Background: an optimization exercise with open tools, aiming at small area. Do not read the settings as production practice.
Only simulation tests tie the RTL to the original design; equivalence was not proved.
Power and IR drop assume default switching activity.

--- flow/design.v ---
module fcr_enc (
    input  wire       clk,
    input  wire       rst,
    input  wire       in_valid,
    input  wire [7:0] in_data,
    output wire       in_ready,
    output reg        err,
    output wire       out_valid,
    output reg  [7:0] out_data,
    output wire       out_last,
    input  wire       out_ready
);
    localparam [2:0] E_IDLE = 3'd0, E_START = 3'd1, E_SUM = 3'd2, E_PAY = 3'd3,
                     E_PESC = 3'd4, E_PDAT = 3'd5, E_CESC = 3'd6, E_END = 3'd7;
    reg [2:0] state;
    reg [7:0] left;
    reg [7:0] sum;           
    reg [7:0] data;
    function needs_esc(input [7:0] b);
        needs_esc = (b == 8'h03) || (b == 8'h10);
    endfunction
    assign in_ready  = (state == E_IDLE) || (state == E_PAY);
    assign out_valid = !in_ready;
    assign out_last  = (state == E_END);
    always @(*) begin
        case (state)
            E_START: out_data = 8'h02;
            E_PESC:  out_data = 8'h10;
            E_PDAT:  out_data = data;
            E_CESC:  out_data = 8'h10;
            E_END:   out_data = 8'h03;
            default: out_data = sum;
        endcase
    end
    wire last = (left == 8'd0);
    always @(posedge clk) begin
        if (rst) begin
            state <= E_IDLE;
            err   <= 1'b0;
        end else begin
            err <= 1'b0;
            case (state)
                E_IDLE:
                    if (in_valid) begin
                        if (in_data == 8'd0)
                            err <= 1'b1;
                        else
                            state <= E_START;
                    end
                E_START:
                    if (out_ready) state <= E_SUM;
                E_SUM:
                    if (out_ready) state <= last ? E_END : E_PAY;
                E_PAY:
                    if (in_valid) state <= needs_esc(in_data) ? E_PESC : E_PDAT;
                E_PESC:
                    if (out_ready) state <= E_PDAT;
                E_PDAT:
                    if (out_ready) begin
                        if (last)
                            state <= needs_esc(sum) ? E_CESC : E_SUM;
                        else
                            state <= E_PAY;
                    end
                E_CESC:
                    if (out_ready) state <= E_SUM;
                default:   
                    if (out_ready) state <= E_IDLE;
            endcase
        end
    end
    wire take_pay = (state == E_PAY) && in_valid;
    always @(posedge clk) begin
        left <= (state == E_IDLE) ? in_data : left - {7'd0, take_pay};
        sum  <= (state == E_IDLE) ? in_data : sum + (take_pay ? in_data : 8'd0);
        if (take_pay)
            data <= in_data;
    end
endmodule
module fcr_rx_chan (
    input  wire        clk,
    input  wire        rst,
    input  wire        rd_start,
    input  wire [15:0] rd_natt,
    input  wire [15:0] rd_explen,
    input  wire        rx_valid,
    input  wire [7:0]  rx_data,
    input  wire        rx_empty,
    output wire        rx_ready,
    output reg         pl_valid,
    output wire [7:0]  pl_data,
    output reg         pl_clear,
    output wire        done,
    output wire        rc_frame,
    output wire [1:0]  dstat,
    output wire [9:0]  dlen,
    output wire [9:0]  raw_cnt,
    output wire        f_lenerr,
    output wire        f_ovf,
    output wire        f_resync,
    output wire [7:0]  d_len,
    output wire [7:0]  d_chk
);
    localparam [7:0] START_MARKER = 8'h02;
    localparam [7:0] END_MARKER   = 8'h03;
    localparam [7:0] ESCAPE       = 8'h10;
    reg [1:0]  st;
    reg [9:0]  cnt;          
    reg        esc;          
    reg        started;      
    reg [15:0] att;          
    reg [9:0]  explen;       
    reg        fo, fr;
    reg [9:0]  n;            
    reg [7:0]  sum;          
    reg [7:0]  p1, p2, p3;   
    reg [7:0]  lenb;         
    wire att_zero = (att == 16'd0);
    wire active = (st == 2'b01) && !att_zero;
    assign rx_ready = active;
    assign done     = st[1] || (st[0] && att_zero);
    wire start      = rd_start && !active;
    wire take_byte  = active && rx_valid;
    wire take_empty = active && !rx_valid && rx_empty;
    wire b_start = (rx_data == START_MARKER);
    wire b_end   = (rx_data == END_MARKER);
    wire b_esc   = (rx_data == ESCAPE);
    wire is_resync = b_start && (cnt != 10'd0) && !started;
    wire is_ovf    = cnt[9] && cnt[1] && cnt[0];
    wire restart   = is_resync || is_ovf;
    wire k0        = restart || (cnt == 10'd0);
    wire started_k = k0 ? b_start : started;
    wire cls_len   = !k0 && (cnt == 10'd1) && started;
    wire cls_start = k0 && b_start;
    wire plain     = !cls_len && !cls_start && !(esc && !k0);
    wire cls_esc   = plain && b_esc;
    wire cls_end   = plain && b_end;
    wire app       = take_byte && !cls_esc;        
    wire tr        = take_byte && restart;         
    wire [9:0] nk  = restart ? 10'd0 : n;
    wire [9:0]  cnt_inc = cnt + {9'd0, take_byte};
    wire [9:0]  n_inc   = n + {9'd0, app};
    wire [15:0] att_dec = att - {15'd0, take_empty};
    always @(posedge clk) begin
        if (rst) begin
            st       <= 2'b00;
            pl_valid <= 1'b0;
            pl_clear <= 1'b0;
        end else begin
            pl_valid <= app && started_k && (nk >= 10'd4);
            pl_clear <= start || (take_byte && is_ovf && !is_resync);
            if (start)
                st <= 2'b01;
            else if (take_byte && cls_end)
                st <= 2'b11;
        end
    end
    always @(posedge clk) begin
        cnt <= start ? 10'd0 : tr ? 10'd1 : cnt_inc;
        n   <= start ? 10'd0 : tr ? {9'd0, app} : n_inc;
        att <= start ? rd_natt : att_dec;
        fo  <= !start && (fo || (take_byte && is_ovf && !is_resync));
        fr  <= !start && (fr || (take_byte && is_resync));
        p3  <= p2;
        sum <= (app && nk < 10'd3) ? 8'd0 : sum + (app ? p2 : 8'd0);
    end
    always @(posedge clk) begin
        if (start) begin
            explen    <= {rd_explen[9:8] | {2{|rd_explen[15:10]}}, rd_explen[7:0]};
        end else if (take_byte) begin
            started <= started_k;
            esc     <= cls_esc;
            if (!cls_esc) begin
                p1 <= rx_data;
                p2 <= p1;
                if (nk == 10'd1)
                    lenb <= rx_data;
            end
        end
    end
    wire short = (n < 10'd5);
    wire ok    = !short && started && st[1] && (sum == p2);
    assign pl_data  = p3;
    assign rc_frame = st[1];
    assign dstat    = short ? 2'd1 : (!started || !st[1]) ? 2'd3 : (sum != p2) ? 2'd2 : 2'd0;
    assign dlen     = ok ? n : 10'd0;
    assign raw_cnt  = cnt;
    assign f_lenerr = st[1] && (cnt != explen);
    assign f_ovf    = fo;
    assign f_resync = fr;
    assign d_len    = ok ? lenb : 8'd0;
    assign d_chk    = ok ? p2 : 8'd0;
endmodule
module fcr_top (
    input  wire        clk,
    input  wire        rst,
    input  wire        enc_valid,
    input  wire [7:0]  enc_data,
    output wire        enc_ready,
    output wire        enc_err,
    output wire        wire_valid,
    output wire [7:0]  wire_data,
    output wire        wire_last,
    input  wire        wire_ready,
    input  wire [15:0] rd_natt,
    input  wire [15:0] rd_explen,
    input  wire [3:0]  rd_start,
    input  wire [3:0]  rx_valid,
    input  wire [31:0] rx_data,
    input  wire [3:0]  rx_empty,
    output wire [3:0]  rx_ready,
    output wire [3:0]  pl_valid,
    output wire [31:0] pl_data,
    output wire [3:0]  pl_clear,
    output wire [3:0]  rx_done,
    output wire [3:0]  rc_frame,
    output wire [7:0]  dstat,
    output wire [39:0] dlen,
    output wire [39:0] raw_cnt,
    output wire [3:0]  f_lenerr,
    output wire [3:0]  f_ovf,
    output wire [3:0]  f_resync,
    output wire [31:0] d_len,
    output wire [31:0] d_chk
);
    localparam N_CH = 4;
    fcr_enc u_enc (
        .clk       (clk),
        .rst       (rst),
        .in_valid  (enc_valid),
        .in_data   (enc_data),
        .in_ready  (enc_ready),
        .err       (enc_err),
        .out_valid (wire_valid),
        .out_data  (wire_data),
        .out_last  (wire_last),
        .out_ready (wire_ready)
    );
    genvar c;
    generate
        for (c = 0; c < N_CH; c = c + 1) begin : g_ch
            fcr_rx_chan u_ch (
                .clk      (clk),
                .rst      (rst),
                .rd_start (rd_start[c]),
                .rd_natt  (rd_natt),
                .rd_explen  (rd_explen),
                .rx_valid (rx_valid[c]),
                .rx_data  (rx_data[8*c +: 8]),
                .rx_empty (rx_empty[c]),
                .rx_ready (rx_ready[c]),
                .pl_valid (pl_valid[c]),
                .pl_data  (pl_data[8*c +: 8]),
                .pl_clear (pl_clear[c]),
                .done     (rx_done[c]),
                .rc_frame (rc_frame[c]),
                .dstat    (dstat[2*c +: 2]),
                .dlen     (dlen[10*c +: 10]),
                .raw_cnt  (raw_cnt[10*c +: 10]),
                .f_lenerr   (f_lenerr[c]),
                .f_ovf    (f_ovf[c]),
                .f_resync (f_resync[c]),
                .d_len    (d_len[8*c +: 8]),
                .d_chk    (d_chk[8*c +: 8])
            );
        end
    endgenerate
endmodule
--- flow/flow/run.sh ---
#!/bin/bash
# Standard ORFS layout, with: the standard flow's synthesis but an area-oriented ABC script
# (with deep resynthesis), ripple-carry adders (flow/lcu_ripple.v) in place of
# Kogge-Stone and no full/half-adder cell extraction (left to ABC),
# smaller port buffers, a sparser clock tree with no dummy loads.
set -euo pipefail
cd "$(dirname "$0")/.."
W=$(pwd)
export FLOW_SYNTH_TCL=$W/synth_recipe.tcl
export MY_ABC_SCRIPT=$W/flow/area.abc
export SYNTH_OPERATIONS_ARGS="-extra-map $W/flow/lcu_ripple.v"
export ADDER_MAP_FILE=
sed "s#SYNTH_SCRIPT=[^ ]*synth_recipe.tcl#SYNTH_SCRIPT=$W/flow/my_synth.tcl#" standard.sh > my_standard.sh
grep -q "SYNTH_SCRIPT=$W/flow/my_synth.tcl" my_standard.sh
export BUFFER_PORTS_ARGS="-buffer_cell sky130_fd_sc_hd__buf_1"
export CTS_ARGS="-sink_clustering_enable -repair_clock_nets -dont_use_dummy_load -buf_list sky130_fd_sc_hd__clkbuf_4 -sink_clustering_size 10 -sink_clustering_max_diameter 40"
bash my_standard.sh > standard_make.log 2>&1
cp -r orfs/logs flow_logs 2>/dev/null || true
--- flow/flow/area.abc ---
strash
&get -n
&st
&deepsyn -T 120
&dch -f
&nf -R 1000 -p -a
&put
mfs3 -a
&get -n
&st
&dch -f
&nf -R 1000 -p -a
&put
--- flow/flow/lcu_ripple.v ---
(* techmap_celltype = "$lcu" *)
module _80_lcu_ripple (P, G, CI, CO);
	parameter WIDTH = 2;

	(* force_downto *)
	input [WIDTH-1:0] P, G;
	input CI;

	(* force_downto *)
	output [WIDTH-1:0] CO;

	integer i;
	(* force_downto *)
	reg [WIDTH-1:0] co;
	reg c;

	wire [1023:0] _TECHMAP_DO_ = "proc; opt -fast";

	always @* begin
		c = CI;
		for (i = 0; i < WIDTH; i = i + 1) begin
			c = G[i] | (P[i] & c);
			co[i] = c;
		end
	end

	assign CO = co;
endmodule
--- flow/flow/my_synth.tcl ---
# The standard synthesis (synth_recipe.tcl), with ABC's technology mapping
# run from an area-oriented script (flow/area.abc) instead of ORFS's speed script.
proc abc {args} {
  set i [lsearch -exact $args -script]
  if {$i >= 0} { lset args [expr {$i + 1}] $::env(MY_ABC_SCRIPT) }
  yosys abc {*}$args
}
source $::env(FLOW_SYNTH_TCL)
--- flow/standard.sh ---
#!/bin/bash
# synth_recipe.tcl (not shown) runs the flow's synth.tcl, then flattens the netlist and writes it again
# the make line also repeats each setting of config.mk as NAME=value (left out here)
make -C /OpenROAD-flow-scripts/flow DESIGN_CONFIG=/design/flow/config.mk WORK_HOME=/design/flow/orfs CLKGATE_MAP_FILE= SYNTH_SCRIPT=/design/flow/synth_recipe.tcl "${@:-finish}"
--- flow/config.mk ---
export PLATFORM = sky130hd
export DESIGN_NAME = fcr_top
export DESIGN_NICKNAME = fcr_top
export VERILOG_FILES = /design/flow/design.v
export SDC_FILE = /design/flow/constraint.sdc
export NUM_CORES = 4
export LEC_CHECK = 0
export CAP_MARGIN = 0
export CORE_MARGIN = 2
export CORE_UTILIZATION = 75
export PLACE_DENSITY = 0.85
export SLEW_MARGIN = 0
--- flow/constraint.sdc ---
create_clock -name core_clock -period 7.0 [get_ports {clk}]
set_input_delay 1.4000 -clock core_clock [delete_from_list [all_inputs] [get_ports {clk}]]
set_output_delay 1.4000 -clock core_clock [all_outputs]
set_load 0.01 [all_outputs]
==> impl_table.tex <==
\begin{tabular}{lr}
\hline
Metric & Value \\
\hline
\multicolumn{2}{l}{\textbf{Worst setup path}} \\
Most frequent cell on the critical path & sky130\_fd\_sc\_hd\_\_and3\_1 \\
Endpoint required time on the critical path & 7.57 ns \\
Depth of the worst register-to-register path & 11 \\
End of the worst register-to-register path & g\_ch[3].u\_ch.lenb[5] \\
Crit path arrival time & 5.99 ns \\
Worst Path Max Fanout & 19 \\
Series of cell instances along the critical path & buf\_1 > nor3\_1 > nand2\_1 > nor2\_1 > nand3\_1 > or3\_1 > and2\_0 > nor3b\_1 > nor4b\_1 > nand2b\_1 > clkinv\_1 > and3\_1 > and3\_1 > and3\_1 > and2\_0 > and3\_1 > xnor2\_1 > nor2\_1 \\
Setup crit start kind & input pin \\
Category of the worst setup path capture point & flip-flop \\
Crit path kind & in -> reg \\
Kind of cell adding the most delay to the critical path & simple AND/OR/NAND/NOR gates \\
Launch instance of the worst register-to-register path & g\_ch[3].u\_ch.att[3] \\
Max stage delay on crit path & 0.66 ns \\
FF-to-FF setup slack & 1.86 ns \\
Slowest cell on the critical path & sky130\_fd\_sc\_hd\_\_clkinv\_1 \\
Critical path buffer and inverter count & 2 \\
\multicolumn{2}{l}{\textbf{STA}} \\
Clock skew after layout & 0.0475 ns \\
Post-route fraction of the period consumed by the critical path & 77.4\% \\
Final-report max-slew violation count & 0 \\
Setup violators final & 0 \\
Worst slack on hold paths & 0.419 ns \\
Fin worst setup slack & 1.58 ns \\
Slew margin rel. & 26.1\% \\
Final Hold Violating Endpoints & 0 \\
RSZ-0062 raised after global routing & false \\
Measured slew at the worst slew-check pin & 1.10 ns \\
Post-route minimum period & 5.42 ns \\
Highest clock rate & 0.184 GHz \\
Setup\_tns & 0 ns \\
\multicolumn{2}{l}{\textbf{CTS}} \\
Number of buffers inserted by hold repair at cts & 0 \\
Sink count of the clock tree & 404 \\
Number of setup buffers added after CTS & 0 \\
Buffer depth of the longest clock path & 3 \\
Post-CTS resize count & 0 \\
CTS root buffer & sky130\_fd\_sc\_hd\_\_clkbuf\_4 \\
Clock buffer count from CTS & 50 \\
H-Tree Depth & 2 \\
CTS tree & built \\
Insertion delay of the later-clocked pin in the worst-skew pair & 0.69 ns \\
Clock transition at the registers of the reported paths & 0.10 ns \\
\multicolumn{2}{l}{\textbf{Finish}} \\
Finished Cell Area & 18300 um\^{}2 \\
Leading cell types in the layout, fill and taps excluded & 315 x sky130\_fd\_sc\_hd\_\_buf\_1, 252 x sky130\_fd\_sc\_hd\_\_dfxtp\_1, 176 x sky130\_fd\_sc\_hd\_\_nor2\_1, 152 x sky130\_fd\_sc\_hd\_\_edfxtp\_1, 143 x sky130\_fd\_sc\_hd\_\_nand2\_1 \\
Core utilization of the finished layout & 84.3\% \\
Layout cell share with drive strength beyond 1 & 3.32\% \\
Most frequent standard cell in the layout excluding fill and tap cells & sky130\_fd\_sc\_hd\_\_buf\_1 \\
Number of standard cells in the final layout excluding fillers & 2267 \\
Net total in the final layout & 2076 \\
Layout overhead on the synthesized area & 10.8\% \\
\multicolumn{2}{l}{\textbf{Logic synthesis}} \\
Count of flip-flops with a built-in enable after synthesis & 152 \\
Netlist area before placement & 16600 um\^{}2 \\
Cell count after synthesis & 1642 \\
Mean post-synth cell area & 10.1 um\^{}2 \\
Compound-gate portion of the synthesized area & 12.3\% \\
Synthesized netlist net count & 1730 \\
Fraction of synthesized area in multiplexers & 0.249\% \\
Number of warnings issued by yosys & 2 \\
Proportion of register bits with asynchronous set or reset after synthesis & 0\% \\
Fraction of the yosys area taken by sequential cells & 58.0\% \\
Adder-Cell Fraction of Synth Area & 0.363\% \\
Synthesized-area fraction occupied by xor and xnor cells & 4.23\% \\
Number of distinct library cell variants in the gate-level netlist after synthesis & 58 \\
Largest family of logic cells by synthesized area & simple AND/OR/NAND/NOR gates \\
Commonest register cell after synthesis & sky130\_fd\_sc\_hd\_\_dfxtp\_1 \\
Post-synthesis sequential element count & 404 \\
Synthesized-area fraction occupied by and/or/nand/nor cells & 22.1\% \\
\multicolumn{2}{l}{\textbf{Global routing}} \\
Met2 global-route usage & 53.2\% \\
Most used routing layer in global routing & met2 \\
Antenna violations before repair & 1 \\
Number of global-route vias before repair & 12700 \\
Pin count of the biggest net entering global routing & 34 \\
First-pass GRT wire length & 62400 um \\
Combined global-route utilization of all metal layers & 32.6\% \\
GR Util met3 & 5.09\% \\
Grt ovf & 0 \\
Global Route met1 Usage & 43.9\% \\
\multicolumn{2}{l}{\textbf{Routing}} \\
DRC & 0 \\
DR iter-0 viols & 1137 \\
Routed WL per cell & 17.5 um \\
Total wirelength of the detailed-routed design & 39800 um \\
First-pass detailed-route iteration total & 7 \\
Post-detailed-route via-to-cell ratio & 6.15 \\
Via total after detailed routing & 13900 \\
Post-DRT Antenna Nets & 0 \\
\multicolumn{2}{l}{\textbf{Floorplan}} \\
Count of boundary I/O pins & 316 \\
Height of the die & 153 um \\
Area enclosed by the die boundary & 23300 um\^{}2 \\
Standard cell core area & 21800 um\^{}2 \\
Row count & 54 \\
Effective utilization at floorplan & 76.1\% \\
Die X-Extent & 153 um \\
\multicolumn{2}{l}{\textbf{Power}} \\
Power Density & 229 nW/um\^{}2 \\
Total power draw & 4.20 mW \\
Standby leakage power & 6.79 nW \\
Worst-case vdd ir drop & 0.179 mV \\
\multicolumn{2}{l}{\textbf{Min path}} \\
Endpoint with the worst hold slack & g\_ch[3].u\_ch.p3[6] \\
Min-Delay Path Depth & 0 \\
Type of the most critical hold path & reg -> reg \\
Launch point of the worst hold path & g\_ch[3].u\_ch.p2[6] \\
\multicolumn{2}{l}{\textbf{Run}} \\
Total of max-cap violations & 0 \\
\multicolumn{2}{l}{\textbf{Placed design}} \\
Dpl cells & 2216 \\
Placed inst area & 18000 um\^{}2 \\
Setup slack at placement & 0.916 ns \\
Port buffer count & 315 \\
Detailed-placement wirelength estimate & 28600 um \\
RePlAce Congestion & 0.859 \\
\multicolumn{2}{l}{\textbf{Outcome}} \\
Outcome & complete, no violations \\
\hline
\end{tabular}
-- area by class of cell --
class	instances	area (um^2)
Sequential cell	404	9610
Clock buffer	50	375
Inverter	54	203
Tap cell	280	350
Multi-Input combinational cell	1152	6540
Antenna cell	1	2.50
Fill cell	1307	3410
Timing Repair Buffer	326	1260
-- how the worst max path moves through the flow --
stage	startpoint	endpoint	slack, ns	cells after the start
floorplan	rx_data[5]	g_ch[0].u_ch.lenb[0]	1.54	14
global placement	rx_data[5]	g_ch[0].u_ch.n[9]	1.30	18
detailed placement	rx_data[5]	g_ch[0].u_ch.n[9]	0.92	18
CTS	rx_data[5]	g_ch[0].u_ch.n[9]	1.60	18
global route	rx_data[5]	g_ch[0].u_ch.n[9]	1.21	18
finish	rx_data[5]	g_ch[0].u_ch.n[9]	1.58	18
-- flip-flops by register name, summed over array words and instances, names as in the netlist, 8 cells and up --
signal            count
g_ch.u_ch.lenb       32
g_ch.u_ch.att        64
g_ch.u_ch.n          40
g_ch.u_ch.p3         32
g_ch.u_ch.cnt        40
g_ch.u_ch.p2         32
g_ch.u_ch.st          8
g_ch.u_ch.p1         32
u_enc.left            8
u_enc.data            8
g_ch.u_ch.sum        32
g_ch.u_ch.explen     40
u_enc.sum             8
-- report_power, final --
part	switching, mW	internal [mW]	total (mW)
Combinational	0.281	0.174	0.455
Sequential	0.131	2.59	2.72
Clock	0.698	0.328	1.03
-- worst register-to-register path: cells and delay by family, from the launching register on --
family	cells	cell delay, ns
and+or+nand+nor	7	2.61
AOI/OAI and AO/OA	2	0.95
buffers and inverters	2	0.86
DFF	1	0.36
-- cells in the mapped netlist, types with 3 or more instances --
master / instances / area share (%)
sky130_fd_sc_hd__dfxtp_1: 252 / 30
sky130_fd_sc_hd__nor2_1: 176 / 4.0
sky130_fd_sc_hd__edfxtp_1: 152 / 28
sky130_fd_sc_hd__nand2_1: 143 / 3.2
sky130_fd_sc_hd__and3_1: 113 / 4.3
sky130_fd_sc_hd__a21oi_1: 107 / 3.2
sky130_fd_sc_hd__o21ai_0: 98 / 3.0
sky130_fd_sc_hd__nor3_1: 84 / 2.5
sky130_fd_sc_hd__clkinv_1: 54 / 1.2
sky130_fd_sc_hd__and2_0: 44 / 1.7
sky130_fd_sc_hd__xnor2_1: 42 / 2.2
sky130_fd_sc_hd__xor2_1: 38 / 2.0
sky130_fd_sc_hd__nand3_1: 35 / 1.1
sky130_fd_sc_hd__nor4_1: 33 / 1.2
sky130_fd_sc_hd__buf_4: 32 / 1.5
sky130_fd_sc_hd__a22o_1: 21 / 1.1
sky130_fd_sc_hd__nand2b_1: 19 / 0.72
sky130_fd_sc_hd__o22ai_1: 17 / 0.64
sky130_fd_sc_hd__or3_1: 17 / 0.64
sky130_fd_sc_hd__a31oi_1: 15 / 0.57
sky130_fd_sc_hd__nor2b_1: 15 / 0.57
sky130_fd_sc_hd__o211ai_1: 13 / 0.59
sky130_fd_sc_hd__or2_0: 13 / 0.49
sky130_fd_sc_hd__nor3b_1: 10 / 0.45
sky130_fd_sc_hd__a211oi_1: 9 / 0.41
sky130_fd_sc_hd__or4_1: 7 / 0.32
sky130_fd_sc_hd__a221o_1: 6 / 0.36
sky130_fd_sc_hd__maj3_1: 6 / 0.36
sky130_fd_sc_hd__nand4_1: 6 / 0.23
sky130_fd_sc_hd__o21a_1: 6 / 0.27
sky130_fd_sc_hd__a21boi_0: 5 / 0.23
sky130_fd_sc_hd__nor4b_1: 5 / 0.26
sky130_fd_sc_hd__a22oi_1: 4 / 0.18
sky130_fd_sc_hd__o2bb2ai_1: 4 / 0.21
sky130_fd_sc_hd__a32o_1: 3 / 0.18
sky130_fd_sc_hd__mux2i_1: 3 / 0.18
sky130_fd_sc_hd__o221ai_1: 3 / 0.16
sky130_fd_sc_hd__o31a_1: 3 / 0.16
sky130_fd_sc_hd__o31ai_1: 3 / 0.14
-- layer usage --
metal / up-vias / wire [um]
li1: 6639 / -
met1: 6455 / 15700
met2: 715 / 18700
met3: 124 / 3580
met4: 0 / 1820
met5: - / 0
-- cells by family after synthesis --
kind of cell    after synthesis
compound gates              334
xor+xnor                     80
fa+ha+maj                     6
buf+inv                      86
flops                       404
mux                           4
simple gates                728

-- what the ideal ports hide --
Ports are ideal in the flow. The routed layout listed here was re-timed in OpenROAD. Step 1 assumes that a clkbuf_16 drives the clock port and a buf_2 every other input. Step 2, shift: input delay + t, output delay - t, t = (earliest + latest rising clock arrival at the registers) / 2. This alone moves slack from input paths to output paths. Slacks: no drivers / after step 1 / after step 2; pairs: no drivers / after step 1.
t, ns: 0.711
slack for setup (ns): 1.579 / 1.590 / 0.879
clock arrival spread, ns: 0.055 / 0.056
pins driven straight from the clock port: 1
After both steps setup and hold are still met in this run. For this run, drivers alone change the setup slack by +0.011 ns; drivers and shift together by -0.700 ns.
